This design comes from an exercise in tuning for small area, a short achievable clock period and few clock cycles per item on the open sky130 flow, not from production work.
Function was checked by simulation only, so behaviour that the tests miss may differ from the original.

==> design/flow/design.v <==
module wsc_px3 (
    input  wire         clk,
    input  wire         rst,
    input  wire         in_valid,
    output wire         in_ready,
    input  wire         in_op,        
    input  wire [287:0] in_win,
    output reg          out_valid,
    input  wire         out_ready,
    output reg  [31:0]  out_pix
);
    localparam [26:0] W_CORNER = 27'd7666248;     
    localparam [26:0] W_EDGE   = 27'd16744735;    
    localparam [26:0] W_CENTRE = 27'd36573796;    
    function [26:0] gt3;
        input integer i;
        begin
            case (i)
                0, 2, 6, 8: gt3 = W_CORNER;
                4:          gt3 = W_CENTRE;
                default:    gt3 = W_EDGE;
            endcase
        end
    endfunction
    function [35:0] rne24;
        input [35:0] x;
        reg [3:0]  sh;
        reg [35:0] keep;
        reg        guard, sticky;
        begin
            casez (x[35:24])
                12'b1???????????: sh = 4'd12;
                12'b01??????????: sh = 4'd11;
                12'b001?????????: sh = 4'd10;
                12'b0001????????: sh = 4'd9;
                12'b00001???????: sh = 4'd8;
                12'b000001??????: sh = 4'd7;
                12'b0000001?????: sh = 4'd6;
                12'b00000001????: sh = 4'd5;
                12'b000000001???: sh = 4'd4;
                12'b0000000001??: sh = 4'd3;
                12'b00000000001?: sh = 4'd2;
                12'b000000000001: sh = 4'd1;
                default:          sh = 4'd0;
            endcase
            keep = x >> sh;
            if (sh == 4'd0) begin
                guard  = 1'b0;
                sticky = 1'b0;
            end else begin
                guard  = x[sh - 4'd1];
                sticky = |(x & ((36'd1 << (sh - 4'd1)) - 36'd1));
            end
            if (guard && (sticky || keep[0]))
                keep = keep + 36'd1;
            rne24 = keep << sh;
        end
    endfunction
    reg [31:0] result;
    integer c, i;
    reg [7:0]  v;
    reg [11:0] box_sum;
    reg [35:0] g_sum, t_val, u_val;
    always @* begin
        result = 32'd0;
        for (c = 0; c < 4; c = c + 1) begin
            box_sum = 12'd0;
            g_sum   = 36'd0;
            for (i = 0; i < 9; i = i + 1) begin
                v       = in_win[32*i + 8*c +: 8];
                box_sum = box_sum + {4'd0, v};
                g_sum   = g_sum + v * gt3(i);
            end
            t_val = rne24(g_sum);                          
            u_val = rne24(t_val + (36'd1 << 26));          
            if (in_op)
                result[8*c +: 8] = u_val[34:27];           
            else
                result[8*c +: 8] = box_sum / 12'd9;
        end
    end
    assign in_ready = !out_valid || out_ready;
    always @(posedge clk) begin
        if (rst)
            out_valid <= 1'b0;
        else if (in_ready)
            out_valid <= in_valid;
    end
    always @(posedge clk) begin
        if (in_valid && in_ready)
            out_pix <= result;
    end
endmodule
==> design/flow/run.sh <==
#!/bin/bash
# synth_recipe.tcl (not shown) runs the flow's synth.tcl, then flattens the netlist and writes it again
# the make line also repeats each setting of config.mk as NAME=value (left out here)
make -C /OpenROAD-flow-scripts/flow DESIGN_CONFIG=/design/flow/config.mk WORK_HOME=/design/flow/orfs CLKGATE_MAP_FILE= SYNTH_SCRIPT=/design/flow/synth_recipe.tcl finish
==> design/flow/config.mk <==
export PLATFORM = sky130hd
export DESIGN_NAME = wsc_px3
export DESIGN_NICKNAME = wsc_px3
export VERILOG_FILES = /design/flow/design.v
export SDC_FILE = /design/flow/constraint.sdc
export NUM_CORES = 4
export LEC_CHECK = 0
export CAP_MARGIN = 20
export CORE_MARGIN = 2
export CORE_UTILIZATION = 40
export SLEW_MARGIN = 20
==> design/flow/constraint.sdc <==
create_clock -name core_clock -period 28.0 [get_ports {clk}]
set_input_delay 5.6000 -clock core_clock [delete_from_list [all_inputs] [get_ports {clk}]]
set_output_delay 5.6000 -clock core_clock [all_outputs]
set_load 0.01 [all_outputs]
==> qor.csv <==
metric,value,unit
status,no timing/DRC/antenna violations,
Row Count,230,
layout cells sized above 1,12.9,%
Final Skew,0.0531,ns
Synth-to-Final Area Change,14.0,%
grt total ovfl,0,
Post-route DRC,0,
ANT nets after route,0,
hold crit path type,flip-flop to flip-flop,
CTS tree,built,
worst stage delay on the critical path,0.57,ns
Slew headroom,28.4,%
Yosys top cell area share,35.7,%
TritonCTS Buffers,5,
Post-Route WL,556,mm
ys flop type,edfxtp_1,
Clock Sinks,33,
Tmin final,27.23,ns
IO buf count,326,
initial core utilization,40.1,%
final net count,24900,
"FFs w/ async S/R, synth",0,%
Setup TNS,0,ns
# H-tree levels,2,
"top cells by area, synth","fa_1, ha_1, inv_1",
slowest CP cell,fa_1,
largest net degree at the start of global routing,74,
most frequent CP cell,fa_1,
syn_nets,23400,
worst skew pair latency,0.41,ns
routed vias/inst,5.51,
Worst R2R Setup Slack,26.32,ns
Synth cell types,161,
Max Cap Viol,0,
"Setup violations, final",0,
number of global-route vias before repair,139000,
Crit path required time,28.13,ns
Post-Syn Area,157000,sq um
max-slew violation count,0,
num ports,327,
Fin. Hold Viols,0,
register area,981,sq um
Longest Clk Path Bufs,2,
Vias,137000,
Placeable Area,392000,sq um
CTS Root Cell,clkbuf_16,
DRT iter0 DRCs,12000,
fin area,179000,sq um
FMAX,0.0367,GHz
number of iterations in the first detailed-routing pass,8,
DIE WIDTH,631,um
DP HPWL,489,mm
initial antenna violation count,16,
routed len/inst,22.4,um
WP data arrival,27.36,ns
area used by multi-input combinational logic,140000,sq um
Synth area leader,fa_1,
"Seq/Total Area, Yosys",0.624,%
number of synthesized register bits,33,
routability cong.,1.00,
startpoint types,input pin,
number of flops mapped to enable cells by yosys,32,
first-pass GRT wire length,850,mm
crit path max fanout,8,
post-synthesis cell count,18100,
Placed Area,177000,sq um
"CP delay by family, top",adder cells,
Synth Warn #,1,
Clock transition at path regs,0.12,ns
Worst-Margin Slew,1.07,ns
Die Area,398000,sq um
die height,631,um
worst path buffer plus inverter count,20,
fin crit share,97.3,%
Mapped Avg Cell Area,8.70,sq um
total global routing track utilization,27.7,%
critical path class,input pin to flip-flop,
fill count,38600,
crit path capture type,flip-flop,
## worst register-to-register path, cell delays in order, from the launching register on
cell      delay, ns
dfxtp_1        0.33
nand2b_1       0.10
and2_4         0.70
## path summary, 6_finish.rpt
path,from,endpoint,cells past startpoint
max,in_win[205],out_pix[10],101
min,out_valid,out_valid,2
max reg2reg,out_valid,out_pix[13],2
min reg2reg,out_valid,out_valid,2
## cell usage after synthesis, types with 41 or more instances
master	count
a211o_1	55
a211oi_1	168
a21boi_0	41
a21o_1	197
a21oi_1	726
a221oi_1	48
a22oi_1	71
a31oi_1	143
and2_1	107
and3_1	80
and4_1	49
buf_1	68
buf_2	123
clkbuf_1	272
fa_1	2800
ha_1	2258
inv_1	4144
mux2_2	104
mux2i_1	292
nand2_1	835
nand2b_1	106
nand3_1	318
nand4_1	133
nor2_1	846
nor2b_1	73
nor3_1	408
nor4_1	70
o2111ai_1	43
o211ai_1	220
o21a_1	352
o21ai_0	535
o21ai_1	78
o21bai_1	149
o221ai_1	72
o22ai_1	131
o31ai_1	72
or2_2	178
or3_1	108
xnor2_1	439
xor2_1	195
## flip-flops by register name, summed over array words and instances, names as in the netlist
name       cells
out_valid      1
out_pix       32
## layer usage
layer / part of all wire [%] / GRT usage [%]
met5: 0.011 / 0
met4: 4.7 / 10.3
met3: 5.9 / 2.98
met2: 46 / 45.7
met1: 43 / 37.3
## final cells by class
| type | instances | area share [%] |
|---|---|---|
| sequential | 33 | 0.547 |
| clock buffer | 8 | 0.0761 |
| tap | 5220 | 3.64 |
| timing repair buffer | 1991 | 8.94 |
| antenna | 7 | 0.00977 |
| multi-input combinational | 13300 | 78.0 |
| inverter | 4174 | 8.75 |
## cells by family after synthesis
logic type,count (synthesis),synth area share [%]
AOI/OAI and AO/OA,3713,16.6
xor gates and xnor gates,635,3.54
adders and majority gates,5076,53.7
buffers and inverters,4682,11.4
DFF,33,0.624
muxes,421,2.90
and+or+nand+nor,3502,11.2
## metrics by stage
stage               util [%]  hold WS (ns)  instances  setup slack, ns
finish                  45.7         0.538      24800            0.766
detailed placement      45.2         0.523      24700           -0.340
global placement        45.2         0.518      24700           -0.328
global route            45.7         0.573      24800           -0.167
CTS                     45.3         0.540      24700         0.000895
floorplan                  -         0.593      18100          0.00289
## cell usage in the layout, fill, tap and decap left out, types with 192 or more instances in the layout
cell type	instances
inv_1	4140
fa_1	2786
ha_1	2225
buf_4	1650
nand2_1	832
nor2_1	832
a21oi_1	654
o21ai_0	507
xnor2_1	425
nor3_1	396
o21a_1	348
nand3_1	313
mux2i_1	289
clkdlybuf4s50_1	259
o211ai_1	220
a21o_1	197
xor2_1	192
## timing repair
item | 4_1_cts | 5_1_grt
hold endpoints to repair | 0 | 0
hold buffers | 0 | 0
gates resized for setup | 0 | 378
endpoints found under the setup margin | 0 | 32
setup buffers | 0 | 25
Testbench counts, summed over its fixed seeds: cycles 12,008, items 12,000.

[separate check: timing with driven ports]
Ports are ideal in the flow. The routed layout listed here was re-timed in OpenROAD.
Step 1, drivers: a clkbuf_16 drives clk and a buf_2 each remaining input, both assumed.
Step 2 moves the port delays by t, midway between the first and last clock arrival at a register: inputs arrive t later, outputs are due t later. That takes back most of the time a late clock gives input paths.
a / b / c = ideal / step 1 / step 2; a / b = the first two.
t (ns): 0.464
slack for setup (ns): 0.766 / 0.826 / 0.362
cell pins on the clock port's net: 1
After both steps setup and hold are still met in this run. For this run, drivers alone change the setup slack by +0.060 ns; drivers and shift together by -0.404 ns.
